This is an optimization exercise on Yosys and OpenROAD, whose aim is small area, a short achievable clock period and few clock cycles, not a production implementation. Only simulation tests tie the RTL to the original design; equivalence was not proved. Power figures rest on the tool's default switching activity, not on a simulated workload.

==> flow/design.v <==
module mctp_rx (
    input  wire        clk,
    input  wire        rst,             
    input  wire        start_valid,
    output wire        start_ready,
    input  wire [7:0]  cfg_mtu,         
    input  wire        cfg_pec_check,   
    input  wire        in_valid,        
    output wire        in_ready,
    input  wire [7:0]  in_data,
    output reg         out_valid,       
    input  wire        out_ready,
    output reg  [7:0]  out_data,
    output wire        done_valid,      
    input  wire        done_ready,
    output reg  [1:0]  done_status,     
    output reg  [9:0]  done_pkts,       
    output reg  [12:0] done_rx_len,     
    output reg  [12:0] done_raw_len,    
    output reg         done_mic_ok      
);
    localparam [1:0] ST_OK = 2'd0, ST_BADBC = 2'd1, ST_OVF = 2'd2, ST_PEC = 2'd3;
    localparam [7:0]  MIC_X0 = 8'h85;
    localparam [23:0] MIC_HI = 24'h9F9B5C;
    function [7:0] crc8_byte(input [7:0] c, input [7:0] b);
        integer i;
        reg [7:0] x;
        begin
            x = c ^ b;
            for (i = 0; i < 8; i = i + 1)
                x = x[7] ? ((x << 1) ^ 8'h07) : (x << 1);
            crc8_byte = x;
        end
    endfunction
    function [31:0] crc32_byte(input [31:0] c, input [7:0] b);
        integer i;
        reg [31:0] x;
        begin
            x = c ^ {24'd0, b};
            for (i = 0; i < 8; i = i + 1)
                x = x[0] ? ((x >> 1) ^ 32'h82F63B78) : (x >> 1);
            crc32_byte = x;
        end
    endfunction
    reg        s_idle, s_hdr, s_body, s_pec, s_done;
    reg        s_inv1, s_loop, s_fin, s_inv2;
    reg        ir;          
    reg        dv;          
    reg [8:0]  mtu7;        
    reg        pec_check;
    reg [8:0]  bc2;         
    reg        bclt5_r;     
    reg        bc5_r;       
    reg        bc6_r;       
    reg [8:0]  cnt;         
    reg        cnt1_r;      
    reg        cnt0_r;      
    reg        eom;
    reg [7:0]  crc8;
    reg [31:0] crc32;
    reg        sk_valid;    
    reg [7:0]  sk_data;
    reg        bc_bad_r;    
    reg        body_ovf_r;  
    assign start_ready = s_idle;
    assign in_ready    = ir;
    assign done_valid  = dv;
    wire take      = in_valid && ir;
    wire take_hdr  = take && s_hdr;
    wire take_body = take && s_body;
    wire take_pec  = take && s_pec;
    wire hdr_last  = take_hdr && (cnt[2:0] == 3'd0);
    wire hdr_fail  = bc_bad_r || body_ovf_r;
    wire hdr_ok    = hdr_last && !hdr_fail;
    wire bc_zero   = bc5_r;
    wire body_last = take_body && cnt1_r;
    wire cnt_zero  = cnt0_r;
    wire next_ovf  = (done_raw_len >= 13'd5112);
    wire pec_bad   = pec_check && (in_data != crc8);
    wire done_fire = dv && done_ready;
    wire start     = s_idle && start_valid;
    wire out_free  = !out_valid || out_ready;
    wire out_fire  = out_valid && out_ready;
    wire s_idle_n = rst || (s_idle && !start_valid) || done_fire;
    wire s_hdr_n  = !rst && (start || (s_hdr && !hdr_last) ||
                             (take_pec && !pec_bad && !eom && !next_ovf));
    wire s_body_n = !rst && ((hdr_ok && !bc_zero) || (s_body && !body_last));
    wire s_pec_n  = !rst && ((hdr_ok && bc_zero) || body_last || (s_pec && !take));
    wire s_inv1_n = !rst && take_pec && pec_bad;
    wire s_loop_n = !rst && (s_inv1 || (s_loop && !cnt_zero));
    wire s_fin_n  = !rst && s_loop && cnt_zero;
    wire s_inv2_n = !rst && s_fin;
    wire s_done_n = !rst && ((hdr_last && hdr_fail) ||
                             (take_pec && !pec_bad && (eom || next_ovf)) ||
                             s_inv2 || (s_done && !done_fire));
    wire ov_n     = !rst && (out_free ? (sk_valid || take_body) : 1'b1);
    wire sk_n     = !rst && !out_free && (sk_valid || take_body);
    wire        raw_inc  = take_body || take_pec || s_loop || hdr_ok || s_fin;
    wire        raw_by8  = s_hdr || s_fin;
    wire [12:0] raw_p1   = done_raw_len + 13'd1;
    wire [12:0] raw_p8   = {done_raw_len[12:3] + 10'd1, done_raw_len[2:0]};
    wire        rx_inc   = take_body || (s_loop && !cnt_zero);
    wire        pkts_inc = take_pec || s_fin;
    wire        inv      = s_inv1 || s_inv2;
    wire [4:0]  cap_hi = done_raw_len[12:8];
    wire        cap_19 = (cap_hi == 5'd19);
    wire        cap_18 = (cap_hi == 5'd18);
    wire        cap_20 = (cap_hi >= 5'd20);
    wire        cap_ge = (bc2[7:0] >= ~done_raw_len[7:0]);
    wire [7:0] crc8_next = crc8_byte(crc8, in_data);
    wire       mic_match = ((crc32[7:0] ^ out_data) == MIC_X0) && (crc32[31:8] == MIC_HI);
    always @(posedge clk) begin
        s_idle    <= s_idle_n;
        s_hdr     <= s_hdr_n;
        s_body    <= s_body_n;
        s_pec     <= s_pec_n;
        s_inv1    <= s_inv1_n;
        s_loop    <= s_loop_n;
        s_fin     <= s_fin_n;
        s_inv2    <= s_inv2_n;
        s_done    <= s_done_n;
        ir        <= s_hdr_n || (s_body_n && !sk_n) || s_pec_n;
        dv        <= s_done_n && !ov_n;
        out_valid <= ov_n;
        sk_valid  <= sk_n;
        bc_bad_r   <= bclt5_r || (bc2 > mtu7);
        body_ovf_r <= cap_20 || (cap_19 && (bc2[8] || cap_ge)) || (cap_18 && bc2[8] && cap_ge);
        if (out_free) begin
            if (sk_valid)
                out_data <= sk_data;
            else if (s_body)
                out_data <= in_data;
        end else if (!sk_valid) begin
            sk_data <= in_data;
        end
        if (out_fire) begin
            crc32 <= crc32_byte(crc32, out_data);
            if (done_status == ST_OK)
                done_mic_ok <= mic_match;
        end
        if (inv) begin
            done_raw_len <= ~done_raw_len;
            done_rx_len  <= ~done_rx_len;
            done_pkts    <= ~done_pkts;
        end else begin
            if (raw_inc)
                done_raw_len <= raw_by8 ? raw_p8 : raw_p1;
            if (rx_inc)
                done_rx_len <= done_rx_len + 13'd1;
            if (pkts_inc)
                done_pkts <= done_pkts + 10'd1;
        end
        if (start) begin
            mtu7         <= {1'b0, cfg_mtu} + 9'd7;
            pec_check    <= cfg_pec_check;
            done_status  <= ST_OK;
            done_pkts    <= 10'd0;
            done_rx_len  <= 13'd0;
            done_raw_len <= 13'd0;
            done_mic_ok  <= 1'b0;
            crc32        <= 32'hFFFFFFFF;
            crc8         <= 8'd0;
        end
        if (s_hdr && cnt[2:0] == 3'd5) begin
            bc2     <= {1'b0, in_data} + 9'd2;
            bclt5_r <= (in_data < 8'd5);
            bc5_r <= (in_data == 8'd5);
            bc6_r <= (in_data == 8'd6);
        end
        if (s_hdr && cnt[2:0] == 3'd0)
            eom <= in_data[6];
        if (take_hdr) begin
            if (!cnt[2])
                crc8 <= crc8_next;
            if (cnt[2:0] == 3'd0) begin
                if (hdr_fail) begin
                    done_status <= bc_bad_r ? ST_BADBC : ST_OVF;
                    done_mic_ok <= 1'b0;
                end
            end
        end
        if (take_body) begin
            crc8 <= crc8_next;
        end
        if (take_pec) begin
            crc8 <= 8'd0;
            if (pec_bad) begin
                done_status <= ST_PEC;
                done_mic_ok <= 1'b0;
            end else if (!eom && next_ovf) begin
                done_status <= ST_OVF;
                done_mic_ok <= 1'b0;
            end
        end
        if (start || take_pec) begin
            cnt    <= 9'd7;
            cnt1_r <= 1'b0;
            cnt0_r <= 1'b0;
        end else if ((hdr_last && !hdr_fail) || s_inv1) begin
            cnt    <= bc2;
            cnt1_r <= bc6_r;
            cnt0_r <= bc_zero;
        end else if (take_hdr || take_body || (s_loop && !cnt_zero)) begin
            cnt    <= cnt - 9'd1;
            cnt1_r <= (cnt == 9'd9);
            cnt0_r <= cnt1_r;
        end
    end
endmodule
==> flow/flow/run.sh <==
#!/bin/bash
# The standard layout (the standard.sh: standard synthesis, then ORFS to
# finish), with plain sky130 buffers on the ports instead of the delay cells
# that buffer_ports picks by default, and a clock tree without dummy loads.
export BUFFER_PORTS_ARGS="-buffer_cell sky130_fd_sc_hd__buf_2"
export CTS_ARGS="-sink_clustering_enable -repair_clock_nets -buf_list {sky130_fd_sc_hd__clkbuf_4 sky130_fd_sc_hd__clkbuf_8} -dont_use_dummy_load"
bash standard.sh > standard.log 2>&1
==> flow/standard.sh <==
#!/bin/bash
# synth_recipe.tcl (not shown) runs the flow's synth.tcl, then flattens the netlist and writes it again
# the make line also repeats each setting of config.mk as NAME=value (left out here)
make -C /OpenROAD-flow-scripts/flow DESIGN_CONFIG=/design/flow/config.mk WORK_HOME=/design/flow/orfs CLKGATE_MAP_FILE= SYNTH_SCRIPT=/design/flow/synth_recipe.tcl "${@:-finish}"
==> flow/config.mk <==
export PLATFORM = sky130hd
export DESIGN_NAME = mctp_rx
export DESIGN_NICKNAME = mctp_rx
export VERILOG_FILES = /design/flow/design.v
export SDC_FILE = /design/flow/constraint.sdc
export NUM_CORES = 4
export LEC_CHECK = 0
export CAP_MARGIN = 20
export CORE_MARGIN = 2
export CORE_UTILIZATION = 40
export CTS_BUF_LIST = sky130_fd_sc_hd__clkbuf_4 sky130_fd_sc_hd__clkbuf_8
export SETUP_SLACK_MARGIN = 2.8
export SLEW_MARGIN = 20
==> flow/constraint.sdc <==
create_clock -name core_clock -period 5.0 [get_ports {clk}]
set_input_delay 1.0000 -clock core_clock [delete_from_list [all_inputs] [get_ports {clk}]]
set_output_delay 1.0000 -clock core_clock [all_outputs]
set_load 0.01 [all_outputs]
==> results of run 1 <==
layout by cell type (no fill, tap or decap), types with 4 or more instances in the layout:
master / Yosys / routed
nand4_1: 7 / 7
mux2_2: 7 / 7
nor3_1: 13 / 10
and3_1: 10 / 10
inv_1: 29 / 29
a211oi_1: 14 / 13
buf_4: 0 / 25
ha_1: 30 / 28
o211ai_1: 25 / 25
nand2_1: 68 / 64
a21o_1: 4 / 4
a31oi_1: 10 / 9
edfxtp_1: 39 / 39
a21oi_1: 34 / 34
o21ai_0: 42 / 41
nor2_1: 73 / 73
nand2b_1: 6 / 6
xnor2_1: 83 / 76
xnor2_4: 3 / 15
xnor2_2: 12 / 7
clkbuf_8: 0 / 17
dfxtp_1: 105 / 102
nor2b_1: 4 / 4
buf_2: 1 / 71
nand3_1: 22 / 21
xor2_1: 48 / 46
state kept, by name (all words and copies together), names as in the netlist, 8 cells and up:
register      cells
crc32            32
done_raw_len     13
done_pkts        10
out_data          8
mtu7              9
crc8              8
sk_data           8
bc2               9
cnt               9
done_rx_len      13
metal layers:
metal	vias to the layer above	global-route usage (%)	routed length, um
li1	2865	-	-
met1	2658	24.2	8170
met2	123	27.7	8230
met3	16	4.82	941
met4	0	4.37	214
met5	-	0	0
through the flow:
| stage | total power, mW | hold slack, ns | instance area, um^2 |
|---|---|---|---|
| floorplan | 1.32 | 0.417 | 7710 |
| global placement | 1.35 | 0.449 | 8270 |
| detailed placement | 1.35 | 0.451 | 8270 |
| CTS | 2.04 | 0.473 | 8560 |
| global route | 2.10 | 0.509 | 8830 |
| finish | 2.02 | 0.468 | 8830 |
critical path, stage by stage:
cell and delay (ns):
buf_4 0.16, xnor2_4 0.20, ha_2 0.21, nand3_2 0.09
o31ai_4 0.30, nand2_1 0.09, a21o_1 0.18, a31oi_2 0.16
and3_1 0.16
kinds of logic (layout without fill, tap and decap cells):
family	Yosys count	after routing	share of synthesized area (%)
AO/OA/AOI/OAI	154	154	12.7
XOR/XNOR	150	150	20.2
adder cells (fa/ha/maj)	30	30	4.99
buffers and inverters	57	144	2.86
flip-flops	144	144	43.5
multiplexers	8	8	1.18
other	0	1	0
AND/OR/NAND/NOR	230	230	14.6
what timing repair did:
| action | in CTS | in global routing |
|---|---|---|
| setup endpoints to repair | 12 | 33 |
| resized for setup | 5 | 21 |
| pin swaps | 0 | 12 |
| buffers inserted | 0 | 19 |
power breakdown:
| group | leakage, nW | internal (mW) | total (mW) | switching (mW) |
|---|---|---|---|---|
| combinational | 2.23 | 0.0486 | 0.123 | 0.0743 |
| clock | 0.122 | 0.300 | 0.680 | 0.380 |
| sequential | 1.20 | 1.21 | 1.21 | 0.00655 |
| total | 3.56 | 1.55 | 2.02 | 0.461 |
cell type report:
cell class	instances	share of cell area (%)
tap	234	3.32
timing repair buffer	97	6.24
antenna	1	0.0283
sequential	144	37.1
multi-input combinational	572	49.4
clock buffer	17	2.65
inverter	30	1.28
final timing paths:
path / endpoint / cells past startpoint
worst max-delay path: dv$_DFF_P_ / 9
worst min-delay path: s_fin$_DFF_P_ / 2
worst max register to register: crc32[8]$_SDFFE_PP1P_ / 7
worst min register to register: s_fin$_DFF_P_ / 2
==> impl_results.html, run 1 <==
<table>
<tr><th>Metric</th><th>Value</th></tr>
<tr><th colspan="2">Critical path</th></tr>
<tr><td>Startpoint-to-endpoint class of the critical path</td><td>input pin to flop</td></tr>
<tr><td>Worst endpoint required time</td><td>5.37 ns</td></tr>
<tr><td>Critical Path Sink Type</td><td>flop</td></tr>
<tr><td>Startpoint class of the critical path</td><td>input pin</td></tr>
<tr><td>Crit path max fanout</td><td>8</td></tr>
<tr><td>CP startpoint</td><td>in_data[3]</td></tr>
<tr><td>Crit Reg-Reg Startpoint</td><td>out_data[3]$_DFFE_PP_</td></tr>
<tr><td>Internal reg-to-reg setup slack</td><td>between 2 and 3 ns</td></tr>
<tr><td>Critical Path AT</td><td>2.56 ns</td></tr>
<tr><th colspan="2">Final layout</th></tr>
<tr><td>Combined area of the multi-input logic cells</td><td>4360 um^2</td></tr>
<tr><td>Fin util</td><td>47.5%</td></tr>
<tr><td>Non-filler cells in the finished layout</td><td>1095</td></tr>
<tr><td>Fillers</td><td>1767</td></tr>
<tr><td>Layout overhead on the synthesized area</td><td>17.3%</td></tr>
<tr><td>Post-layout nets</td><td>915</td></tr>
<tr><td>Register area</td><td>roughly 3300 um^2</td></tr>
<tr><td>Proportion of layout cells with a drive suffix above 1</td><td>20.3%</td></tr>
<tr><th colspan="2">CTS</th></tr>
<tr><td>H-tree depth</td><td>4</td></tr>
<tr><td>TritonCTS clock tree</td><td>yes</td></tr>
<tr><td>Num CTS Buffers</td><td>17</td></tr>
<tr><td>Clock slew at the register clock pins of the worst setup and hold paths</td><td>~0.070 ns</td></tr>
<tr><td>Bufs on Longest Clock Path</td><td>2</td></tr>
<tr><td>Root Buffer Master</td><td>clkbuf_8</td></tr>
<tr><td>Clock Latency Late Sink</td><td>~0.44 ns</td></tr>
<tr><td>Number of clock sinks</td><td>144</td></tr>
<tr><td>Number of buffers inserted for hold repair after clock tree synthesis</td><td>0</td></tr>
<tr><th colspan="2">Global routing</th></tr>
<tr><td>First-pass GRT wire length</td><td>27700 um</td></tr>
<tr><td>Leftover overflow at the end of global routing</td><td>0</td></tr>
<tr><td>Number of global-route vias before repair</td><td>5231</td></tr>
<tr><td>Antenna violations before repair</td><td>0</td></tr>
<tr><td>Pin count of the biggest net entering global routing</td><td>64</td></tr>
<tr><td>Total routing resource utilization after global routing</td><td>between 10% and 20%</td></tr>
<tr><th colspan="2">Run</th></tr>
<tr><td>Count of max-cap constraint violations</td><td>0</td></tr>
<tr><th colspan="2">Status</th></tr>
<tr><td>Outcome</td><td>timing/DRC/antenna clean</td></tr>
<tr><th colspan="2">Place</th></tr>
<tr><td>Detailed Place HPWL</td><td>12300 um</td></tr>
<tr><td>Number of buffer cells added on primary ports</td><td>73</td></tr>
<tr><td>DP Cell Count</td><td>~1100</td></tr>
<tr><td>Routability cong.</td><td>approximately 0.8</td></tr>
<tr><td>DP Worst Slack</td><td>2.21 ns</td></tr>
<tr><th colspan="2">Route</th></tr>
<tr><td>Routed wire length</td><td>17500 um</td></tr>
<tr><td>Drc violations</td><td>0</td></tr>
<tr><td>Number of design-rule violations left by the first detailed-router iteration</td><td>404</td></tr>
<tr><td>Pre-Repair DR Iteration Count</td><td>4</td></tr>
<tr><td>Antenna viol nets, final</td><td>0</td></tr>
<tr><td>Wirelength per Cell</td><td>16.0 um</td></tr>
<tr><td>Number of vias per cell after detailed routing</td><td>5.17</td></tr>
<tr><td>Vias</td><td>5662</td></tr>
<tr><th colspan="2">Floorplanning</th></tr>
<tr><td>Width of the die</td><td>141 um</td></tr>
<tr><td>Core area</td><td>18600 um^2</td></tr>
<tr><td>Initial core utilization</td><td>approximately 41%</td></tr>
<tr><td>I/O pin total</td><td>74</td></tr>
<tr><td>Die Footprint</td><td>19900 um^2</td></tr>
<tr><td>Die Height</td><td>141 um</td></tr>
<tr><td># rows</td><td>50</td></tr>
<tr><th colspan="2">Timing</th></tr>
<tr><td>Final setup viols</td><td>0</td></tr>
<tr><td>Final Worst Setup Slack</td><td>between 2 and 3 ns</td></tr>
<tr><td>Worst max-slew margin expressed relative to the limit</td><td>48.1%</td></tr>
<tr><td>Crit share post-route</td><td>a little over two fifths</td></tr>
<tr><td>Post-layout min period</td><td>2.19 ns</td></tr>
<tr><td>Achievable clock frequency</td><td>0.456 GHz</td></tr>
<tr><td>Final hold violations</td><td>0</td></tr>
<tr><td>Final total negative setup slack</td><td>0 ns</td></tr>
<tr><td>Worst Max-Slew Pin Slew</td><td>0.776 ns</td></tr>
<tr><td>Fin. max-slew vios</td><td>0</td></tr>
<tr><td>RSZ-0062 raised after global routing</td><td>yes</td></tr>
<tr><td>Worst clock skew on the final layout</td><td>roughly 0.023 ns</td></tr>
<tr><th colspan="2">Hold path</th></tr>
<tr><td>Class of the most critical hold timing path</td><td>flop to flop</td></tr>
<tr><td>Source of the worst hold timing path</td><td>cnt0_r$_SDFFE_PP0P_</td></tr>
<tr><th colspan="2">Pwr</th></tr>
<tr><td>Leakage power summed over all cells</td><td>3.56 nW</td></tr>
<tr><td>Power density cells</td><td>228 nW/um^2</td></tr>
<tr><td>VDD IR max</td><td>around 0.17 mV</td></tr>
<tr><th colspan="2">Logic synthesis</th></tr>
<tr><td>Mapped Area</td><td>between 7000 and 8000 um^2</td></tr>
<tr><td>Register bit total from synthesis</td><td>144</td></tr>
<tr><td>Syn Inst Count</td><td>773</td></tr>
<tr><td>Area share of the largest cell type after synthesis</td><td>27.9%</td></tr>
<tr><td>Share of synthesized area occupied by flip-flops and latches</td><td>43.5%</td></tr>
<tr><td>Yosys cell types</td><td>60</td></tr>
<tr><td>Mean area per synthesized cell</td><td>between 9 and 10 um^2</td></tr>
<tr><td>Most common cell in the synthesized netlist</td><td>dfxtp_1</td></tr>
<tr><td>EDFF count, synth</td><td>39</td></tr>
<tr><td>Synth top cells by count</td><td>105 x dfxtp_1, 83 x xnor2_1, 73 x nor2_1</td></tr>
<tr><td>Dominant synthesized flop cell</td><td>dfxtp_1</td></tr>
<tr><td>Async set or reset register ratio after synthesis</td><td>0%</td></tr>
<tr><td>Syn Nets</td><td>826</td></tr>
<tr><td>Top post-synthesis cells by area</td><td>dfxtp_1 28%, edfxtp_1 16%, xnor2_1 9.7%</td></tr>
<tr><td>Total number of yosys warnings</td><td>1</td></tr>
<tr><td>Top cell type by total area after synthesis</td><td>dfxtp_1</td></tr>
</table>
Testbench counts, summed over its fixed seeds: cycles 37,863.
==> run 2: changes to the inputs <==
--- a/flow/design.v
+++ b/flow/design.v
@@ -76,23 +76,25 @@
     wire body_last = take_body && cnt1_r;
     wire cnt_zero  = cnt0_r;
     wire next_ovf  = (done_raw_len >= 13'd5112);
-    wire pec_bad   = pec_check && (in_data != crc8);
+    wire pec_ok    = !pec_check || (in_data == crc8);
+    wire pec_bad   = !pec_ok;
     wire done_fire = dv && done_ready;
     wire start     = s_idle && start_valid;
     wire out_free  = !out_valid || out_ready;
     wire out_fire  = out_valid && out_ready;
     wire s_idle_n = rst || (s_idle && !start_valid) || done_fire;
-    wire s_hdr_n  = !rst && (start || (s_hdr && !hdr_last) ||
-                             (take_pec && !pec_bad && !eom && !next_ovf));
+    wire pec_next = !rst && take_pec && !eom && !next_ovf;    
+    wire pec_end  = !rst && take_pec && (eom || next_ovf);    
+    wire s_hdr_p  = !rst && (start || (s_hdr && !hdr_last));
+    wire s_hdr_n  = s_hdr_p || (pec_next && pec_ok);
     wire s_body_n = !rst && ((hdr_ok && !bc_zero) || (s_body && !body_last));
     wire s_pec_n  = !rst && ((hdr_ok && bc_zero) || body_last || (s_pec && !take));
     wire s_inv1_n = !rst && take_pec && pec_bad;
     wire s_loop_n = !rst && (s_inv1 || (s_loop && !cnt_zero));
     wire s_fin_n  = !rst && s_loop && cnt_zero;
     wire s_inv2_n = !rst && s_fin;
-    wire s_done_n = !rst && ((hdr_last && hdr_fail) ||
-                             (take_pec && !pec_bad && (eom || next_ovf)) ||
-                             s_inv2 || (s_done && !done_fire));
+    wire s_done_p = !rst && ((hdr_last && hdr_fail) || s_inv2 || (s_done && !done_fire));
+    wire s_done_n = s_done_p || (pec_end && pec_ok);
     wire ov_n     = !rst && (out_free ? (sk_valid || take_body) : 1'b1);
     wire sk_n     = !rst && !out_free && (sk_valid || take_body);
     wire        raw_inc  = take_body || take_pec || s_loop || hdr_ok || s_fin;
@@ -119,8 +121,8 @@
         s_fin     <= s_fin_n;
         s_inv2    <= s_inv2_n;
         s_done    <= s_done_n;
-        ir        <= s_hdr_n || (s_body_n && !sk_n) || s_pec_n;
-        dv        <= s_done_n && !ov_n;
+        ir        <= s_hdr_p || (s_body_n && !sk_n) || s_pec_n || (pec_next && pec_ok);
+        dv        <= (s_done_p && !ov_n) || (pec_end && !ov_n && pec_ok);
         out_valid <= ov_n;
         sk_valid  <= sk_n;
         bc_bad_r   <= bclt5_r || (bc2 > mtu7);
==> run 2 against run 1 <==
Clock power is 1% higher. Synthesized area is 0.23% higher. Clock-buffer cell count stayed put. Wire length is 2.7% higher. Non-clock buffer count is 3 lower. Power is 1.2% higher. Maximum frequency is 1.3% higher.
==> impl_results.html, run 2 <==
<table>
<tr><th>Metric</th><th>Value</th></tr>
<tr><th colspan="2">Logic synthesis</th></tr>
<tr><td>Mapped Area</td><td>7550 um^2</td></tr>
<tr><td>Syn Inst Count</td><td>between 700 and 800</td></tr>
<tr><td>Most common cell in the synthesized netlist</td><td>dfxtp_1</td></tr>
<tr><td>Synth top cells by count</td><td>105 x dfxtp_1, 83 x xnor2_1, 69 x nor2_1</td></tr>
<tr><td>Yosys cell types</td><td>59</td></tr>
<tr><td>Mean area per synthesized cell</td><td>9.58 um^2</td></tr>
<tr><td>Syn Nets</td><td>~840</td></tr>
<tr><td>Top post-synthesis cells by area</td><td>dfxtp_1 28%, edfxtp_1 16%, xnor2_1 9.6%</td></tr>
<tr><td>Top cell type by total area after synthesis</td><td>dfxtp_1</td></tr>
<tr><td>Register bit total from synthesis</td><td>144</td></tr>
<tr><td>Area share of the largest cell type after synthesis</td><td>between 20% and 30%</td></tr>
<tr><td>Share of synthesized area occupied by flip-flops and latches</td><td>43.4%</td></tr>
<tr><td>EDFF count, synth</td><td>39</td></tr>
<tr><td>Dominant synthesized flop cell</td><td>dfxtp_1</td></tr>
<tr><td>Async set or reset register ratio after synthesis</td><td>0%</td></tr>
<tr><td>Total number of yosys warnings</td><td>1</td></tr>
<tr><th colspan="2">Place</th></tr>
<tr><td>DP Cell Count</td><td>1067</td></tr>
<tr><td>Detailed Place HPWL</td><td>roughly 13000 um</td></tr>
<tr><td>Routability cong.</td><td>between 0.8 and 0.9</td></tr>
<tr><td>Number of buffer cells added on primary ports</td><td>between 70 and 80</td></tr>
<tr><th colspan="2">Timing</th></tr>
<tr><td>Final setup viols</td><td>0</td></tr>
<tr><td>Worst clock skew on the final layout</td><td>0.0233 ns</td></tr>
<tr><td>Final-layout worst hold slack</td><td>0.448 ns</td></tr>
<tr><td>Post-layout min period</td><td>2.16 ns</td></tr>
<tr><td>Worst max-slew margin expressed relative to the limit</td><td>49.1%</td></tr>
<tr><td>Worst Max-Slew Pin Slew</td><td>0.759 ns</td></tr>
<tr><td>Achievable clock frequency</td><td>0.462 GHz</td></tr>
<tr><td>Fin. max-slew vios</td><td>0</td></tr>
<tr><td>Final total negative setup slack</td><td>0 ns</td></tr>
<tr><td>Crit share post-route</td><td>43.3%</td></tr>
<tr><td>RSZ-0062 raised after global routing</td><td>yes</td></tr>
<tr><td>Final hold violations</td><td>0</td></tr>
<tr><th colspan="2">Route</th></tr>
<tr><td>Drc violations</td><td>0</td></tr>
<tr><td>Routed wire length</td><td>18000 um</td></tr>
<tr><td>Wirelength per Cell</td><td>16.4 um</td></tr>
<tr><td>Vias</td><td>5788</td></tr>
<tr><td>Pre-Repair DR Iteration Count</td><td>5</td></tr>
<tr><td>Number of design-rule violations left by the first detailed-router iteration</td><td>395</td></tr>
<tr><td>Antenna viol nets, final</td><td>0</td></tr>
<tr><td>Number of vias per cell after detailed routing</td><td>5.25</td></tr>
<tr><th colspan="2">Global routing</th></tr>
<tr><td>Leftover overflow at the end of global routing</td><td>0</td></tr>
<tr><td>First-pass GRT wire length</td><td>28800 um</td></tr>
<tr><td>Pin count of the biggest net entering global routing</td><td>66</td></tr>
<tr><td>GR met1 Demand/Resource</td><td>25.4%</td></tr>
<tr><td>GRT met2 Usage</td><td>29.5%</td></tr>
<tr><td>Layer carrying the most global-route usage</td><td>met2</td></tr>
<tr><td>Number of global-route vias before repair</td><td>5387</td></tr>
<tr><td>M3 GR Usage</td><td>under 10%</td></tr>
<tr><td>Total routing resource utilization after global routing</td><td>18.5%</td></tr>
<tr><td>Antenna violations before repair</td><td>0</td></tr>
<tr><th colspan="2">Pwr</th></tr>
<tr><td>Power density cells</td><td>approximately 230 nW/um^2</td></tr>
<tr><td>Leakage power summed over all cells</td><td>3.53 nW</td></tr>
<tr><td>VDD IR max</td><td>0.187 mV</td></tr>
<tr><th colspan="2">Critical path</th></tr>
<tr><td>Startpoint-to-endpoint class of the critical path</td><td>input pin to flop</td></tr>
<tr><td>Crit path max fanout</td><td>7</td></tr>
<tr><td>Startpoint class of the critical path</td><td>input pin</td></tr>
<tr><td>Crit Reg-Reg Startpoint</td><td>out_data[7]$_DFFE_PP_</td></tr>
<tr><td>Critical Path AT</td><td>2.53 ns</td></tr>
<tr><td>Cell-by-cell trace of the critical path</td><td>buf_4 -&gt; xnor2_4 -&gt; ha_2 -&gt; nand3_2 -&gt; o31ai_4 -&gt; nand2_1 -&gt; a21o_1 -&gt; a21oi_2 -&gt; and3_1</td></tr>
<tr><td>Number of cells on the worst reg-to-reg path</td><td>6</td></tr>
<tr><td>Reg-to-reg endpoint</td><td>done_mic_ok$_DFF_P_</td></tr>
<tr><td>Worst endpoint required time</td><td>5.37 ns</td></tr>
<tr><td>Slowest cell delay on critical path</td><td>0.34 ns</td></tr>
<tr><td>Internal reg-to-reg setup slack</td><td>around 2.9 ns</td></tr>
<tr><td>Critical Path Sink Type</td><td>flop</td></tr>
<tr><td>Critical Path Slowest Stage Cell</td><td>o31ai_4</td></tr>
<tr><th colspan="2">CTS</th></tr>
<tr><td>Number of buffers inserted for hold repair after clock tree synthesis</td><td>0</td></tr>
<tr><td>Bufs on Longest Clock Path</td><td>2</td></tr>
<tr><td>Num CTS Buffers</td><td>17</td></tr>
<tr><td>H-tree depth</td><td>4</td></tr>
<tr><td>Number of clock sinks</td><td>144</td></tr>
<tr><td>Clock slew at the register clock pins of the worst setup and hold paths</td><td>around 0.080 ns</td></tr>
<tr><td>TritonCTS clock tree</td><td>yes</td></tr>
<tr><td>Root Buffer Master</td><td>clkbuf_8</td></tr>
<tr><td>Clock Latency Late Sink</td><td>approximately 0.45 ns</td></tr>
<tr><th colspan="2">Floorplanning</th></tr>
<tr><td>Core area</td><td>18600 um^2</td></tr>
<tr><td>Die Height</td><td>141 um</td></tr>
<tr><td>Initial core utilization</td><td>40.6%</td></tr>
<tr><td>Die Footprint</td><td>20000 um^2</td></tr>
<tr><td>I/O pin total</td><td>74</td></tr>
<tr><td>Width of the die</td><td>141 um</td></tr>
<tr><td># rows</td><td>50</td></tr>
<tr><th colspan="2">Run</th></tr>
<tr><td>Count of max-cap constraint violations</td><td>0</td></tr>
<tr><th colspan="2">Final layout</th></tr>
<tr><td>Layout overhead on the synthesized area</td><td>16.8%</td></tr>
<tr><td>Leading cell type in the layout, fill and taps excluded</td><td>dfxtp_1</td></tr>
<tr><td>Non-filler cells in the finished layout</td><td>1102</td></tr>
<tr><td>Number of flip-flops in the largest register</td><td>32</td></tr>
<tr><td>Fillers</td><td>~1800</td></tr>
<tr><td>Proportion of layout cells with a drive suffix above 1</td><td>19.6%</td></tr>
<tr><td>Post-layout nets</td><td>923</td></tr>
<tr><td>Highest-count cells in the layout ignoring fill and taps</td><td>103 x dfxtp_1, 76 x xnor2_1, 69 x nor2_1, 69 x buf_2, 61 x nand2_1</td></tr>
<tr><td>Register containing the most flip-flops in the final layout</td><td>crc32</td></tr>
<tr><td>Top Registers</td><td>crc32 (32), done_raw_len (13), done_rx_len (13)</td></tr>
<tr><td>Fin util</td><td>47.4%</td></tr>
<tr><td>Count of inserted antenna diode cells</td><td>0</td></tr>
<tr><th colspan="2">Hold path</th></tr>
<tr><td>Source of the worst hold timing path</td><td>cnt0_r$_SDFFE_PP0P_</td></tr>
<tr><td>Hold Path Cell Cnt</td><td>2</td></tr>
<tr><td>Class of the most critical hold timing path</td><td>flop to flop</td></tr>
<tr><td>Endpoint of the worst hold-timing path</td><td>s_fin$_DFF_P_</td></tr>
<tr><th colspan="2">Status</th></tr>
<tr><td>Outcome</td><td>timing/DRC/antenna clean</td></tr>
</table>
## run 2: how the worst max path moves through the flow
stage          slack [ns]                endpoint                   from  depth (start not counted)
4_1_cts              2.77     done_mic_ok$_DFF_P_              out_ready                          5
3_5_place_dp         2.29     cnt[4]$_SDFFE_PP0P_               in_valid                          7
5_1_grt              2.69  crc32[16]$_SDFFE_PP1P_  out_data[1]$_DFFE_PP_                          6
3_3_place_gp         2.31     cnt[4]$_SDFFE_PP0P_               in_valid                          7
2_1_floorplan        2.60              dv$_DFF_P_             in_data[3]                          9
6_report             2.84              dv$_DFF_P_             in_data[4]                          9
## run 2: metal layers
layer / vias to the layer above / routed length (um)
met3: 20 / 590
met4: 0 / 236
met5: - / 0
met2: 99 / 8300
li1: 2916 / -
met1: 2753 / 8890
## run 2: area by class of cell
| type | count | area (um^2) | area share (%) |
|---|---|---|---|
| well taps | 234 | 293 | 3.32 |
| clock buffers | 17 | 234 | 2.66 |
| flip-flops and latches | 144 | 3280 | 37.2 |
| inverters | 33 | 124 | 1.41 |
| multi-input cells | 580 | 4350 | 49.4 |
| repair buffers | 94 | 533 | 6.05 |
## run 2: metrics by stage
stage | instance area [um^2] | setup WS [ns] | power (mW)
floorplan | 7730 | 2.60 | 1.33
global placement | 8230 | 2.31 | 1.37
detailed placement | 8230 | 2.29 | 1.37
CTS | 8580 | 2.77 | 2.05
global route | 8810 | 2.69 | 2.13
finish | 8810 | 2.84 | 2.04
## run 2: where the power goes
group | internal (mW) | switching, mW | leakage, nW | total (mW)
combinational | 0.0522 | 0.0800 | 2.21 | 0.132
clock | 0.300 | 0.391 | 0.122 | 0.690
sequential | 1.21 | 0.00810 | 1.20 | 1.22
## run 2: repair_timing
action / CTS / global route
endpoints found under the hold margin: 0 / 0
resized for setup: 7 / 28
buffers inserted: 7 / 11
pin swaps: 5 / 12
endpoints found under the setup margin: 5 / 31
## run 2: logic make-up (layout without fill, tap and decap cells)
kind of cell               after synthesis  after routing  share of synthesized area, %
AOI/OAI and AO/OA                      177            177                          14.7
and+or+nand+nor                        222            222                          13.9
adders and majority gates               30             30                          4.97
buffers and inverters                   64            144                          3.18
DFF                                    144            144                          43.4
muxes                                   10             10                          1.44
xor gates and xnor gates               141            141                          18.5
## run 2: worst max-delay path: cells and delay by family
kind / cells / cell delay, ns
adders and majority gates: 1 / 0.21
AOI/OAI and AO/OA: 3 / 0.64
xor gates and xnor gates: 1 / 0.18
buffers and inverters: 1 / 0.15
and+or+nand+nor: 3 / 0.35
Testbench counts of run 2, summed over its fixed seeds: cycles 37,863.
==> run 3: changes to the inputs <==
--- a/flow/config.mk
+++ b/flow/config.mk
@@ -9,5 +9,6 @@
 export CORE_MARGIN = 2
 export CORE_UTILIZATION = 40
 export CTS_BUF_LIST = sky130_fd_sc_hd__clkbuf_4 sky130_fd_sc_hd__clkbuf_8
+export PLACE_DENSITY = 0.4
 export SETUP_SLACK_MARGIN = 2.8
 export SLEW_MARGIN = 20
==> run 3 against run 2 <==
First-iteration DRC count shrank 19%. Clock-buffer cell count unchanged. Flip-flop and latch count unchanged. Combinational power rose by 6%. Final cell count up 0.18%. Clock power about the same. Wire length is 6.4% higher. Die area unchanged. Sequential power about the same. Register-to-register slack worse by 0.02 ns. Critical endpoint is now done_mic_ok$_DFF_P_. Largest power group unchanged.
==> impl_results.html, run 3 <==
<table>
<tr><th>Metric</th><th>Value</th></tr>
<tr><th colspan="2">Status</th></tr>
<tr><td>Outcome</td><td>timing/DRC/antenna clean</td></tr>
<tr><th colspan="2">Timing</th></tr>
<tr><td>Final setup viols</td><td>0</td></tr>
<tr><td>RSZ-0062 raised after global routing</td><td>yes</td></tr>
<tr><td>Worst Max-Slew Pin Slew</td><td>0.766 ns</td></tr>
<tr><td>Final-layout worst hold slack</td><td>0.461 ns</td></tr>
<tr><td>Final total negative setup slack</td><td>0 ns</td></tr>
<tr><td>Post-layout min period</td><td>2.19 ns</td></tr>
<tr><td>Fin. max-slew vios</td><td>0</td></tr>
<tr><td>Worst max-slew margin expressed relative to the limit</td><td>48.4%</td></tr>
<tr><td>Achievable clock frequency</td><td>0.457 GHz</td></tr>
<tr><td>Crit share post-route</td><td>43.7%</td></tr>
<tr><td>Final hold violations</td><td>0</td></tr>
<tr><td>Final Worst Setup Slack</td><td>2.81 ns</td></tr>
<tr><td>Worst clock skew on the final layout</td><td>0.0362 ns</td></tr>
<tr><th colspan="2">Place</th></tr>
<tr><td>Number of buffer cells added on primary ports</td><td>73</td></tr>
<tr><td>DP Worst Slack</td><td>2.25 ns</td></tr>
<tr><td>Detailed Place HPWL</td><td>about 14000 um</td></tr>
<tr><td>Routability cong.</td><td>0.836</td></tr>
<tr><td>DP Cell Count</td><td>1068</td></tr>
<tr><th colspan="2">CTS</th></tr>
<tr><td>Bufs on Longest Clock Path</td><td>2</td></tr>
<tr><td>Number of clock sinks</td><td>144</td></tr>
<tr><td>Clock slew at the register clock pins of the worst setup and hold paths</td><td>0.06 ns</td></tr>
<tr><td>Number of buffers inserted for hold repair after clock tree synthesis</td><td>0</td></tr>
<tr><td>Root Buffer Master</td><td>clkbuf_8</td></tr>
<tr><td>TritonCTS clock tree</td><td>yes</td></tr>
<tr><td>Num CTS Buffers</td><td>17</td></tr>
<tr><td>H-tree depth</td><td>4</td></tr>
<tr><td>Clock Latency Late Sink</td><td>approximately 0.46 ns</td></tr>
<tr><th colspan="2">Final layout</th></tr>
<tr><td>Post-layout nets</td><td>925</td></tr>
<tr><td>Highest-count cells in the layout ignoring fill and taps</td><td>100 x dfxtp_1, 74 x xnor2_1, 69 x nor2_1</td></tr>
<tr><td>Number of flip-flops in the largest register</td><td>32</td></tr>
<tr><td>Leading cell type in the layout, fill and taps excluded</td><td>dfxtp_1</td></tr>
<tr><td>Combined area of the multi-input logic cells</td><td>4410 um^2</td></tr>
<tr><td>Top Registers</td><td>crc32 (32), done_raw_len (13), done_rx_len (13)</td></tr>
<tr><td>Register area</td><td>3280 um^2</td></tr>
<tr><td>Layout overhead on the synthesized area</td><td>18.4%</td></tr>
<tr><td>Count of inserted antenna diode cells</td><td>0</td></tr>
<tr><td>Fillers</td><td>1788</td></tr>
<tr><td>Proportion of layout cells with a drive suffix above 1</td><td>between 20% and 30%</td></tr>
<tr><td>Non-filler cells in the finished layout</td><td>1104</td></tr>
<tr><td>Register containing the most flip-flops in the final layout</td><td>crc32</td></tr>
<tr><th colspan="2">Pwr</th></tr>
<tr><td>Post-layout total power</td><td>around 2 mW</td></tr>
<tr><td>VDD IR max</td><td>0.172 mV</td></tr>
<tr><td>Power density cells</td><td>229 nW/um^2</td></tr>
<tr><td>Leakage power summed over all cells</td><td>3.56 nW</td></tr>
<tr><th colspan="2">Logic synthesis</th></tr>
<tr><td>Top cell type by total area after synthesis</td><td>dfxtp_1</td></tr>
<tr><td>Yosys cell types</td><td>between 50 and 60</td></tr>
<tr><td>Most common cell in the synthesized netlist</td><td>dfxtp_1</td></tr>
<tr><td>Top post-synthesis cells by area</td><td>dfxtp_1 28%, edfxtp_1 16%, xnor2_1 9.6%</td></tr>
<tr><td>Mapped Area</td><td>7550 um^2</td></tr>
<tr><td>Area share of the largest cell type after synthesis</td><td>roughly 28%</td></tr>
<tr><td>Syn Nets</td><td>around 840</td></tr>
<tr><td>Synth top cells by count</td><td>105 x dfxtp_1, 83 x xnor2_1, 69 x nor2_1</td></tr>
<tr><td>Total number of yosys warnings</td><td>1</td></tr>
<tr><td>Syn Inst Count</td><td>788</td></tr>
<tr><td>Async set or reset register ratio after synthesis</td><td>0%</td></tr>
<tr><td>Register bit total from synthesis</td><td>roughly 140</td></tr>
<tr><td>Share of synthesized area occupied by flip-flops and latches</td><td>43.4%</td></tr>
<tr><td>Dominant synthesized flop cell</td><td>dfxtp_1</td></tr>
<tr><td>EDFF count, synth</td><td>39</td></tr>
<tr><td>Mean area per synthesized cell</td><td>roughly 9.6 um^2</td></tr>
<tr><th colspan="2">Global routing</th></tr>
<tr><td>Pin count of the biggest net entering global routing</td><td>57</td></tr>
<tr><td>First-pass GRT wire length</td><td>30500 um</td></tr>
<tr><td>Number of global-route vias before repair</td><td>5566</td></tr>
<tr><td>Antenna violations before repair</td><td>1</td></tr>
<tr><td>Total routing resource utilization after global routing</td><td>between 10% and 20%</td></tr>
<tr><td>Leftover overflow at the end of global routing</td><td>0</td></tr>
<tr><th colspan="2">Route</th></tr>
<tr><td>Sum of met3 wire segment lengths after detailed routing</td><td>613 um</td></tr>
<tr><td>Vias</td><td>5892</td></tr>
<tr><td>Number of vias per cell after detailed routing</td><td>5.34</td></tr>
<tr><td>Antenna viol nets, final</td><td>0</td></tr>
<tr><td>Pre-Repair DR Iteration Count</td><td>5</td></tr>
<tr><td>Drc violations</td><td>0</td></tr>
<tr><td>Met2 WL post-DR</td><td>between 8000 and 9000 um</td></tr>
<tr><td>Number of design-rule violations left by the first detailed-router iteration</td><td>319</td></tr>
<tr><td>Routed wire length</td><td>19200 um</td></tr>
<tr><td>Wirelength per Cell</td><td>17.4 um</td></tr>
<tr><td>Highest metal layer with signal wires</td><td>met5</td></tr>
<tr><td>DRT met1 WL</td><td>9340 um</td></tr>
<tr><th colspan="2">Critical path</th></tr>
<tr><td>Critical Path Sink Type</td><td>flop</td></tr>
<tr><td>Crit Reg-Reg Startpoint</td><td>out_data[4]$_DFFE_PP_</td></tr>
<tr><td>CP startpoint</td><td>in_data[5]</td></tr>
<tr><td>Crit path max fanout</td><td>6</td></tr>
<tr><td>Worst endpoint required time</td><td>5.33 ns</td></tr>
<tr><td>Startpoint class of the critical path</td><td>input pin</td></tr>
<tr><td>Startpoint-to-endpoint class of the critical path</td><td>input pin to flop</td></tr>
<tr><td>Critical Path AT</td><td>2.52 ns</td></tr>
<tr><th colspan="2">Floorplanning</th></tr>
<tr><td>Die Footprint</td><td>about 20000 um^2</td></tr>
<tr><td>Initial core utilization</td><td>40.6%</td></tr>
<tr><td>Width of the die</td><td>141 um</td></tr>
<tr><td># rows</td><td>50</td></tr>
<tr><td>Core area</td><td>18600 um^2</td></tr>
<tr><td>I/O pin total</td><td>74</td></tr>
<tr><td>Die Height</td><td>roughly 140 um</td></tr>
<tr><th colspan="2">Hold path</th></tr>
<tr><td>Class of the most critical hold timing path</td><td>flop to flop</td></tr>
<tr><td>Source of the worst hold timing path</td><td>s_loop$_DFF_P_</td></tr>
<tr><th colspan="2">Run</th></tr>
<tr><td>Count of max-cap constraint violations</td><td>0</td></tr>
</table>
-- run 3: what timing repair did --
item	CTS	global route
setup buffers	4	15
endpoints found under the setup margin	13	35
pin swaps	3	14
resized for setup	9	46
-- run 3: path summary, 6_finish.rpt --
check,depth (start not counted),slack [ns],end
max,8,2.81,done_mic_ok$_DFF_P_
min,2,0.46,s_fin$_DFF_P_
max reg2reg,6,2.83,done_mic_ok$_DFF_P_
min reg2reg,2,0.46,s_fin$_DFF_P_
-- run 3: layout make-up --
cell class              instances  share of cell area (%)
well taps                     234                    3.28
clock buffers                  17                    2.62
flip-flops and latches        144                    36.7
repair buffers                 96                    6.60
inverters                      33                    1.39
multi-input cells             580                    49.4
-- run 3: cells by family after synthesis --
family                   Yosys count  synth area share, %
AND/OR/NAND/NOR                  222                 13.9
AO/OA/AOI/OAI                    177                 14.7
flip-flops                       144                 43.4
XOR/XNOR                         141                 18.5
buffers and inverters             64                 3.18
adder cells (fa/ha/maj)           30                 4.97
multiplexers                      10                 1.44
-- run 3: through the flow --
stage                     util (%)  area, um^2
after CTS                     46.2        8580
final                         48.1        8930
after global routing          48.1        8930
after floorplan                  -        7730
after detailed placement      44.3        8240
after global placement        44.3        8240
-- run 3: power breakdown --
part           internal [mW]  total [mW]  switching (mW)
registers               1.21        1.22         0.00889
clock network          0.299       0.689           0.390
logic                 0.0571       0.140          0.0830
total                   1.57        2.05           0.482
-- run 3: worst max-delay path, stage by stage --
cell	delay (ns)
buf_4	0.15
xnor2_4	0.20
ha_4	0.18
nand3_4	0.09
o31ai_4	0.35
buf_4	0.18
o21ai_2	0.06
a2111oi_2	0.30
-- run 3: per-layer routing --
| metal | global-route usage [%] | vias up |
|---|---|---|
| met5 | 0 | - |
| met4 | 6.58 | 2 |
| met1 | 27.2 | 2836 |
| met3 | 3.91 | 26 |
| li1 | - | 2928 |
| met2 | 30.9 | 100 |
==> run 4: changes to the inputs <==
--- a/flow/config.mk
+++ b/flow/config.mk
@@ -9,6 +9,6 @@
 export CORE_MARGIN = 2
 export CORE_UTILIZATION = 40
 export CTS_BUF_LIST = sky130_fd_sc_hd__clkbuf_4 sky130_fd_sc_hd__clkbuf_8
-export PLACE_DENSITY = 0.4
+export PLACE_DENSITY = 0.8
 export SETUP_SLACK_MARGIN = 2.8
 export SLEW_MARGIN = 20
==> run 4 against run 3 <==
Combinational power shrank 7%. Non-clock buffer count shrank 14. Largest power group unchanged. Flip-flop and latch count is the same. Power shrank 1.4%.
==> impl_results.html, run 4 <==
<table>
<tr><th>Metric</th><th>Value</th></tr>
<tr><th colspan="2">Final layout</th></tr>
<tr><td>Top Registers</td><td>crc32 (32), done_raw_len (13), done_rx_len (13)</td></tr>
<tr><td>Post-layout nets</td><td>911</td></tr>
<tr><td>Highest-count cells in the layout ignoring fill and taps</td><td>103 x dfxtp_1, 77 x xnor2_1, 71 x buf_2</td></tr>
<tr><td>Register containing the most flip-flops in the final layout</td><td>crc32</td></tr>
<tr><td>Leading cell type in the layout, fill and taps excluded</td><td>dfxtp_1</td></tr>
<tr><td>Count of inserted antenna diode cells</td><td>0</td></tr>
<tr><td>Proportion of layout cells with a drive suffix above 1</td><td>17.9%</td></tr>
<tr><td>Fin util</td><td>46.6%</td></tr>
<tr><td>Layout overhead on the synthesized area</td><td>14.7%</td></tr>
<tr><td>Number of flip-flops in the largest register</td><td>32</td></tr>
<tr><th colspan="2">Place</th></tr>
<tr><td>Number of buffer cells added on primary ports</td><td>73</td></tr>
<tr><td>Detailed Place HPWL</td><td>12900 um</td></tr>
<tr><td>Routability cong.</td><td>0.873</td></tr>
<tr><td>DP Worst Slack</td><td>2.25 ns</td></tr>
<tr><th colspan="2">Global routing</th></tr>
<tr><td>Number of global-route vias before repair</td><td>5463</td></tr>
<tr><td>Leftover overflow at the end of global routing</td><td>0</td></tr>
<tr><td>Pin count of the biggest net entering global routing</td><td>66</td></tr>
<tr><td>First-pass GRT wire length</td><td>around 28000 um</td></tr>
<tr><td>Total routing resource utilization after global routing</td><td>17.6%</td></tr>
<tr><td>Antenna violations before repair</td><td>0</td></tr>
<tr><th colspan="2">Logic synthesis</th></tr>
<tr><td>Top post-synthesis cells by area</td><td>dfxtp_1 28%, edfxtp_1 16%, xnor2_1 9.6%</td></tr>
<tr><td>Area share of the largest cell type after synthesis</td><td>27.9%</td></tr>
<tr><td>Total number of yosys warnings</td><td>1</td></tr>
<tr><td>Top cell type by total area after synthesis</td><td>dfxtp_1</td></tr>
<tr><td>Mean area per synthesized cell</td><td>9.58 um^2</td></tr>
<tr><td>Register bit total from synthesis</td><td>144</td></tr>
<tr><td>Synth top cells by count</td><td>105 x dfxtp_1, 83 x xnor2_1, 69 x nor2_1</td></tr>
<tr><td>Async set or reset register ratio after synthesis</td><td>0%</td></tr>
<tr><td>Most common cell in the synthesized netlist</td><td>dfxtp_1</td></tr>
<tr><td>Syn Nets</td><td>841</td></tr>
<tr><td>Dominant synthesized flop cell</td><td>dfxtp_1</td></tr>
<tr><td>Syn Inst Count</td><td>a little under 800</td></tr>
<tr><td>Mapped Area</td><td>7550 um^2</td></tr>
<tr><td>Yosys cell types</td><td>59</td></tr>
<tr><td>EDFF count, synth</td><td>39</td></tr>
<tr><td>Share of synthesized area occupied by flip-flops and latches</td><td>43.4%</td></tr>
<tr><th colspan="2">Pwr</th></tr>
<tr><td>Post-layout total power</td><td>2.02 mW</td></tr>
<tr><td>Leakage power summed over all cells</td><td>3.45 nW</td></tr>
<tr><td>Power density cells</td><td>approximately 230 nW/um^2</td></tr>
<tr><td>VDD IR max</td><td>~0.15 mV</td></tr>
<tr><th colspan="2">CTS</th></tr>
<tr><td>Num CTS Buffers</td><td>17</td></tr>
<tr><td>H-tree depth</td><td>4</td></tr>
<tr><td>TritonCTS clock tree</td><td>yes</td></tr>
<tr><td>Number of buffers inserted for hold repair after clock tree synthesis</td><td>0</td></tr>
<tr><td>Number of clock sinks</td><td>144</td></tr>
<tr><td>Root Buffer Master</td><td>clkbuf_8</td></tr>
<tr><td>Clock Latency Late Sink</td><td>0.46 ns</td></tr>
<tr><td>Bufs on Longest Clock Path</td><td>2</td></tr>
<tr><td>Clock slew at the register clock pins of the worst setup and hold paths</td><td>0.07 ns</td></tr>
<tr><th colspan="2">Timing</th></tr>
<tr><td>Final total negative setup slack</td><td>0 ns</td></tr>
<tr><td>Worst max-slew margin expressed relative to the limit</td><td>52.1%</td></tr>
<tr><td>Crit share post-route</td><td>44.7%</td></tr>
<tr><td>Achievable clock frequency</td><td>~0.45 GHz</td></tr>
<tr><td>Final hold violations</td><td>0</td></tr>
<tr><td>Worst clock skew on the final layout</td><td>0.0242 ns</td></tr>
<tr><td>Worst Max-Slew Pin Slew</td><td>between 0.7 and 0.8 ns</td></tr>
<tr><td>Final-layout worst hold slack</td><td>0.465 ns</td></tr>
<tr><td>Final Worst Setup Slack</td><td>2.76 ns</td></tr>
<tr><td>RSZ-0062 raised after global routing</td><td>yes</td></tr>
<tr><td>Final setup viols</td><td>0</td></tr>
<tr><td>Fin. max-slew vios</td><td>0</td></tr>
<tr><td>Post-layout min period</td><td>2.24 ns</td></tr>
<tr><th colspan="2">Critical path</th></tr>
<tr><td>Startpoint-to-endpoint class of the critical path</td><td>flop to flop</td></tr>
<tr><td>Critical Path Sink Type</td><td>flop</td></tr>
<tr><td>Critical Path AT</td><td>2.57 ns</td></tr>
<tr><td>Startpoint class of the critical path</td><td>flop</td></tr>
<tr><td>Worst endpoint required time</td><td>approximately 5.3 ns</td></tr>
<tr><td>Crit path max fanout</td><td>5</td></tr>
<tr><th colspan="2">Route</th></tr>
<tr><td>Routed wire length</td><td>17700 um</td></tr>
<tr><td>Wirelength per Cell</td><td>16.3 um</td></tr>
<tr><td>Number of vias per cell after detailed routing</td><td>5.45</td></tr>
<tr><td>Antenna viol nets, final</td><td>0</td></tr>
<tr><td>Drc violations</td><td>0</td></tr>
<tr><td>Number of design-rule violations left by the first detailed-router iteration</td><td>542</td></tr>
<tr><td>Vias</td><td>5936</td></tr>
<tr><td>Pre-Repair DR Iteration Count</td><td>5</td></tr>
<tr><th colspan="2">Floorplanning</th></tr>
<tr><td>Core area</td><td>18600 um^2</td></tr>
<tr><td># rows</td><td>50</td></tr>
<tr><td>I/O pin total</td><td>74</td></tr>
<tr><td>Width of the die</td><td>141 um</td></tr>
<tr><td>Die Footprint</td><td>roughly 20000 um^2</td></tr>
<tr><td>Initial core utilization</td><td>40.6%</td></tr>
<tr><td>Die Height</td><td>141 um</td></tr>
<tr><th colspan="2">Run</th></tr>
<tr><td>Count of max-cap constraint violations</td><td>0</td></tr>
<tr><th colspan="2">Status</th></tr>
<tr><td>Outcome</td><td>timing/DRC/antenna clean</td></tr>
<tr><th colspan="2">Hold path</th></tr>
<tr><td>Class of the most critical hold timing path</td><td>flop to flop</td></tr>
</table>
## run 4: cell count changes in the layout (fill, tap and decap cells not counted), sizes merged
cell    previous run  this run
buf               96        80
clkbuf            17        19
## run 4: worst paths after layout
path / endpoint / startpoint / cells past startpoint / slack, ns
hold reg to reg: s_fin$_DFF_P_ / s_loop$_DFF_P_ / 2 / 0.46
setup reg to reg: done_mic_ok$_DFF_P_ / out_data[7]$_DFFE_PP_ / 6 / 2.76
hold / removal: s_fin$_DFF_P_ / s_loop$_DFF_P_ / 2 / 0.46
setup / recovery: done_mic_ok$_DFF_P_ / out_data[7]$_DFFE_PP_ / 6 / 2.76
## run 4: worst max-delay path: stages, from the launching register on
cell       delay (ns)
edfxtp_1         0.51
xor2_4           0.28
nand2_1          0.07
or4_1            0.58
nor4_4           0.30
mux2i_1          0.15
a2111oi_2        0.24
## run 4: cell families after synthesis
group                      after synthesis  synth area share, %
and+or+nand+nor                        222                 13.9
AOI/OAI and AO/OA                      177                 14.7
DFF                                    144                 43.4
xor gates and xnor gates               141                 18.5
buffers and inverters                   64                 3.18
adders and majority gates               30                 4.97
muxes                                   10                 1.44
## run 4: report_power, final
group | switching [mW] | internal, mW | leakage, nW
sequential | 0.00833 | 1.21 | 1.20
clock | 0.372 | 0.299 | 0.122
combinational | 0.0808 | 0.0488 | 2.13
## run 4: area by class of cell
type                    instances  area (um^2)
inverters                      33          126
well taps                     234          293
clock buffers                  17          234
multi-input cells             580         4290
flip-flops and latches        144         3280
fillers                      1676         9920
repair buffers                 82          442
## run 4: metrics by stage
step	instances	instance area, um^2
floorplan	788	7730
global placement	1067	8230
detailed placement	1067	8230
CTS	1087	8550
global route	1090	8660
finish	1090	8660
## run 4: timing repair
action | 4_1_cts | 5_1_grt
pin swaps | 2 | 7
gates resized for setup | 8 | 16
endpoints found under the setup margin | 12 | 25
endpoints found under the hold margin | 0 | 0
buffers inserted | 3 | 3
## run 4: per-layer routing
layer / wire length [um] / GRT usage (%) / vias up
li1: - / - / 2904
met1: 7940 / 22.4 / 2833
met2: 8560 / 29.2 / 169
met3: 887 / 3.71 / 30
met4: 325 / 7.05 / 0
met5: 0 / 0 / -
==> run 5: changes to the inputs <==
--- a/flow/config.mk
+++ b/flow/config.mk
@@ -9,6 +9,5 @@
 export CORE_MARGIN = 2
 export CORE_UTILIZATION = 40
 export CTS_BUF_LIST = sky130_fd_sc_hd__clkbuf_4 sky130_fd_sc_hd__clkbuf_8
-export PLACE_DENSITY = 0.8
-export SETUP_SLACK_MARGIN = 2.8
+export SETUP_SLACK_MARGIN = 2.86
 export SLEW_MARGIN = 20
==> run 5 against run 4 <==
Global-route usage increased by 0.81 points. Power increased by 0.47%. Combinational power increased by 3%. Largest power group unchanged. First-iteration DRC count decreased by 34%. Wire length increased by 0.98%.
==> impl_results.html, run 5 <==
<table>
<tr><th>Metric</th><th>Value</th></tr>
<tr><th colspan="2">Global routing</th></tr>
<tr><td>Pin count of the biggest net entering global routing</td><td>between 60 and 70</td></tr>
<tr><td>M3 GR Usage</td><td>4.29%</td></tr>
<tr><td>First-pass GRT wire length</td><td>28700 um</td></tr>
<tr><td>Total routing resource utilization after global routing</td><td>between 15 and 20%</td></tr>
<tr><td>Antenna violations before repair</td><td>0</td></tr>
<tr><td>GR met1 Demand/Resource</td><td>between 20 and 30%</td></tr>
<tr><td>Number of global-route vias before repair</td><td>about 5400</td></tr>
<tr><td>Layer carrying the most global-route usage</td><td>met2</td></tr>
<tr><td>Leftover overflow at the end of global routing</td><td>0</td></tr>
<tr><td>GRT met2 Usage</td><td>28.5%</td></tr>
<tr><th colspan="2">Logic synthesis</th></tr>
<tr><td>Most common cell in the synthesized netlist</td><td>dfxtp_1</td></tr>
<tr><td>EDFF count, synth</td><td>39</td></tr>
<tr><td>Compound-cell area share of the yosys netlist</td><td>14.7%</td></tr>
<tr><td>Synthesized-area fraction occupied by xor and xnor cells</td><td>18.5%</td></tr>
<tr><td>Register bit total from synthesis</td><td>144</td></tr>
<tr><td>Async set or reset register ratio after synthesis</td><td>0%</td></tr>
<tr><td>Top cell type by total area after synthesis</td><td>dfxtp_1</td></tr>
<tr><td>Mapped Area</td><td>around 7500 um^2</td></tr>
<tr><td>Dominant synthesized flop cell</td><td>dfxtp_1</td></tr>
<tr><td>Mean area per synthesized cell</td><td>approximately 9.6 um^2</td></tr>
<tr><td>Post-synthesis share of cell area spent on and, or, nand and nor gates</td><td>about 14%</td></tr>
<tr><td>Share of synthesized area occupied by flip-flops and latches</td><td>43.4%</td></tr>
<tr><td>Share of synthesized cell area in full adder, half adder and majority cells</td><td>4.97%</td></tr>
<tr><td>Syn Nets</td><td>841</td></tr>
<tr><td>Yosys cell types</td><td>slightly below 60</td></tr>
<tr><td>Main combinational cell family by area after synthesis</td><td>XOR/XNOR gates</td></tr>
<tr><td>Top post-synthesis cells by area</td><td>dfxtp_1 28%, edfxtp_1 16%, xnor2_1 9.6%</td></tr>
<tr><td>Proportion of synthesized area in mux cells</td><td>between 1 and 1.5%</td></tr>
<tr><td>Synth top cells by count</td><td>105 x dfxtp_1, 83 x xnor2_1, 69 x nor2_1</td></tr>
<tr><td>Total number of yosys warnings</td><td>1</td></tr>
<tr><td>Area share of the largest cell type after synthesis</td><td>27.9%</td></tr>
<tr><td>Syn Inst Count</td><td>788</td></tr>
<tr><th colspan="2">Critical path</th></tr>
<tr><td>Startpoint class of the critical path</td><td>flop</td></tr>
<tr><td>Critical Path Slowest Stage Cell</td><td>edfxtp_1</td></tr>
<tr><td>Cell-by-cell trace of the critical path</td><td>xnor2_4 -&gt; nand4_1 -&gt; or4_1 -&gt; nor4_4 -&gt; mux2i_1 -&gt; a2111oi_2</td></tr>
<tr><td>Critical Path AT</td><td>2.69 ns</td></tr>
<tr><td>Slowest cell delay on critical path</td><td>0.50 ns</td></tr>
<tr><td>Number of buffers and inverters on the critical path</td><td>0</td></tr>
<tr><td>Startpoint-to-endpoint class of the critical path</td><td>flop to flop</td></tr>
<tr><td>Worst endpoint required time</td><td>between 5 and 6 ns</td></tr>
<tr><td>Crit path max fanout</td><td>5</td></tr>
<tr><td>Critical Path Sink Type</td><td>flop</td></tr>
<tr><td>Crit-path leading delay family</td><td>simple AND/OR/NAND/NOR gates</td></tr>
<tr><th colspan="2">Pwr</th></tr>
<tr><td>VDD IR max</td><td>between 0.15 and 0.2 mV</td></tr>
<tr><td>Leakage power summed over all cells</td><td>3.58 nW</td></tr>
<tr><td>Power density cells</td><td>227 nW/um^2</td></tr>
<tr><th colspan="2">Route</th></tr>
<tr><td>Vias</td><td>5758</td></tr>
<tr><td>Routed wire length</td><td>17900 um</td></tr>
<tr><td>Antenna viol nets, final</td><td>0</td></tr>
<tr><td>Number of vias per cell after detailed routing</td><td>~5.2</td></tr>
<tr><td>Pre-Repair DR Iteration Count</td><td>5</td></tr>
<tr><td>Wirelength per Cell</td><td>16.2 um</td></tr>
<tr><td>Number of design-rule violations left by the first detailed-router iteration</td><td>358</td></tr>
<tr><td>Drc violations</td><td>0</td></tr>
<tr><th colspan="2">CTS</th></tr>
<tr><td>Bufs on Longest Clock Path</td><td>2</td></tr>
<tr><td>Clock slew at the register clock pins of the worst setup and hold paths</td><td>approximately 0.070 ns</td></tr>
<tr><td>Clock Latency Late Sink</td><td>0.46 ns</td></tr>
<tr><td>H-tree depth</td><td>4</td></tr>
<tr><td>Number of buffers inserted for hold repair after clock tree synthesis</td><td>0</td></tr>
<tr><td>Num CTS Buffers</td><td>17</td></tr>
<tr><td>TritonCTS clock tree</td><td>yes</td></tr>
<tr><td>Number of clock sinks</td><td>144</td></tr>
<tr><td>Root Buffer Master</td><td>clkbuf_8</td></tr>
<tr><th colspan="2">Floorplanning</th></tr>
<tr><td>Width of the die</td><td>between 100 and 150 um</td></tr>
<tr><td>Die Height</td><td>roughly 140 um</td></tr>
<tr><td># rows</td><td>50</td></tr>
<tr><td>Die Footprint</td><td>about 20000 um^2</td></tr>
<tr><td>Core area</td><td>18600 um^2</td></tr>
<tr><td>Initial core utilization</td><td>40.6%</td></tr>
<tr><td>I/O pin total</td><td>74</td></tr>
<tr><th colspan="2">Final layout</th></tr>
<tr><td>Top Registers</td><td>crc32 (32), done_raw_len (13), done_rx_len (13)</td></tr>
<tr><td>Proportion of layout cells with a drive suffix above 1</td><td>21.4%</td></tr>
<tr><td>Fin util</td><td>48.1%</td></tr>
<tr><td>Highest-count cells in the layout ignoring fill and taps</td><td>96 x dfxtp_1, 73 x xnor2_1, 69 x nor2_1</td></tr>
<tr><td>Count of inserted antenna diode cells</td><td>0</td></tr>
<tr><td>Register area</td><td>3280 um^2</td></tr>
<tr><td>Layout overhead on the synthesized area</td><td>18.4%</td></tr>
<tr><td>Register containing the most flip-flops in the final layout</td><td>crc32</td></tr>
<tr><td>Fillers</td><td>1770</td></tr>
<tr><td>Combined area of the multi-input logic cells</td><td>roughly 4400 um^2</td></tr>
<tr><td>Leading cell type in the layout, fill and taps excluded</td><td>dfxtp_1</td></tr>
<tr><td>Post-layout nets</td><td>926</td></tr>
<tr><td>Number of flip-flops in the largest register</td><td>32</td></tr>
<tr><th colspan="2">Timing</th></tr>
<tr><td>Achievable clock frequency</td><td>about 0.43 GHz</td></tr>
<tr><td>Final total negative setup slack</td><td>0 ns</td></tr>
<tr><td>Final hold violations</td><td>0</td></tr>
<tr><td>Final setup viols</td><td>0</td></tr>
<tr><td>Post-layout min period</td><td>2.34 ns</td></tr>
<tr><td>Final-layout worst hold slack</td><td>0.467 ns</td></tr>
<tr><td>RSZ-0062 raised after global routing</td><td>yes</td></tr>
<tr><td>Crit share post-route</td><td>46.9%</td></tr>
<tr><td>Worst clock skew on the final layout</td><td>0.0242 ns</td></tr>
<tr><td>Fin. max-slew vios</td><td>0</td></tr>
<tr><td>Final Worst Setup Slack</td><td>approximately 2.7 ns</td></tr>
<tr><td>Worst max-slew margin expressed relative to the limit</td><td>52.7%</td></tr>
<tr><td>Worst Max-Slew Pin Slew</td><td>0.709 ns</td></tr>
<tr><th colspan="2">Hold path</th></tr>
<tr><td>Class of the most critical hold timing path</td><td>flop to flop</td></tr>
<tr><th colspan="2">Place</th></tr>
<tr><td>Routability cong.</td><td>around 0.84</td></tr>
<tr><td>Detailed Place HPWL</td><td>between 10000 and 15000 um</td></tr>
<tr><td>Number of buffer cells added on primary ports</td><td>73</td></tr>
<tr><td>DP Worst Slack</td><td>between 2 and 2.5 ns</td></tr>
<tr><th colspan="2">Status</th></tr>
<tr><td>Outcome</td><td>timing/DRC/antenna clean</td></tr>
<tr><th colspan="2">Run</th></tr>
<tr><td>Count of max-cap constraint violations</td><td>0</td></tr>
</table>
[run 5: cell counts after synthesis]
Identical to the previous run, type by type.
[run 5: area by class of cell]
cell class | count | share of cell area (%)
Clock buffer | 17 | 2.62
Timing Repair Buffer | 97 | 6.67
Tap cell | 234 | 3.28
Inverter | 33 | 1.39
Sequential cell | 144 | 36.8
Multi-Input combinational cell | 580 | 49.3
[run 5: final timing paths]
path	depth (start not counted)	from	slack [ns]	end
setup reg to reg	6	out_data[6]$_DFFE_PP_	2.66	done_mic_ok$_DFF_P_
hold / removal	2	s_loop$_DFF_P_	0.47	s_fin$_DFF_P_
setup / recovery	6	out_data[6]$_DFFE_PP_	2.66	done_mic_ok$_DFF_P_
hold reg to reg	2	s_loop$_DFF_P_	0.47	s_fin$_DFF_P_
[run 5: layer usage]
layer  part of all wire (%)  vias up
met5                      0        -
met4                    1.0        0
met3                    4.3       17
met2                     47      105
met1                     48     2705
li1                       -     2931
[run 5: what timing repair did]
action / 4_1_cts / 5_1_grt
pin swaps: 4 / 17
setup buffers: 5 / 16
setup endpoints to repair: 26 / 46
resized for setup: 15 / 36
[run 5: worst min-delay path, stage by stage (launching register included)]
cell	delay [ns]
dfxtp_1	0.32
nand2_1	0.08
nor2_1	0.04
[run 5: metrics by stage]
| step | power (mW) | instances | area [um^2] |
|---|---|---|---|
| 3_3_place_gp | 1.37 | 1067 | 8280 |
| 6_report | 2.03 | 1105 | 8930 |
| 2_1_floorplan | 1.33 | 788 | 7790 |
| 5_1_grt | 2.11 | 1105 | 8930 |
| 4_1_cts | 2.05 | 1089 | 8660 |
| 3_5_place_dp | 1.37 | 1067 | 8280 |
[run 5: logic make-up (layout without fill, tap and decap cells)]
family                   after synthesis  after routing
AND/OR/NAND/NOR                      222            222
adder cells (fa/ha/maj)               30             30
XOR/XNOR                             141            141
multiplexers                          10             10
AO/OA/AOI/OAI                        177            177
flip-flops                           144            144
buffers and inverters                 64            147
[run 5: power by group]
group | internal [mW] | switching, mW | total (mW) | leakage [nW]
registers | 1.21 | 0.00787 | 1.22 | 1.20
clock network | 0.299 | 0.378 | 0.677 | 0.122
logic | 0.0524 | 0.0813 | 0.134 | 2.25
total | 1.56 | 0.467 | 2.03 | 3.58

[port drivers added, routing unchanged]
Ports are ideal in the flow. The routed layouts listed here were re-timed in OpenROAD.
Step 1 assumes that a clkbuf_16 drives the clock port and a buf_2 every other input.
Step 2, shift: input delay + t, output delay - t, t = (earliest + latest rising clock arrival at the registers) / 2. This alone moves slack from input paths to output paths.
a / b / c = ideal / step 1 / step 2; a / b = the first two.
run	t, ns	slack for setup (ns)	cell pins on the clock port's net
run 1	0.470	2.809 / 2.813 / 2.355	1
run 2	0.476	2.837 / 2.803 / 2.378	1
run 3	0.484	2.814 / 2.804 / 2.350	1
run 4	0.485	2.764 / 2.764 / 2.317	1
run 5	0.483	2.657 / 2.657 / 2.399	1
After both steps setup and hold are still met in every run listed. The setup slack of run 3, which loses most, moves by -0.010 ns with the drivers and by -0.464 ns with both steps.
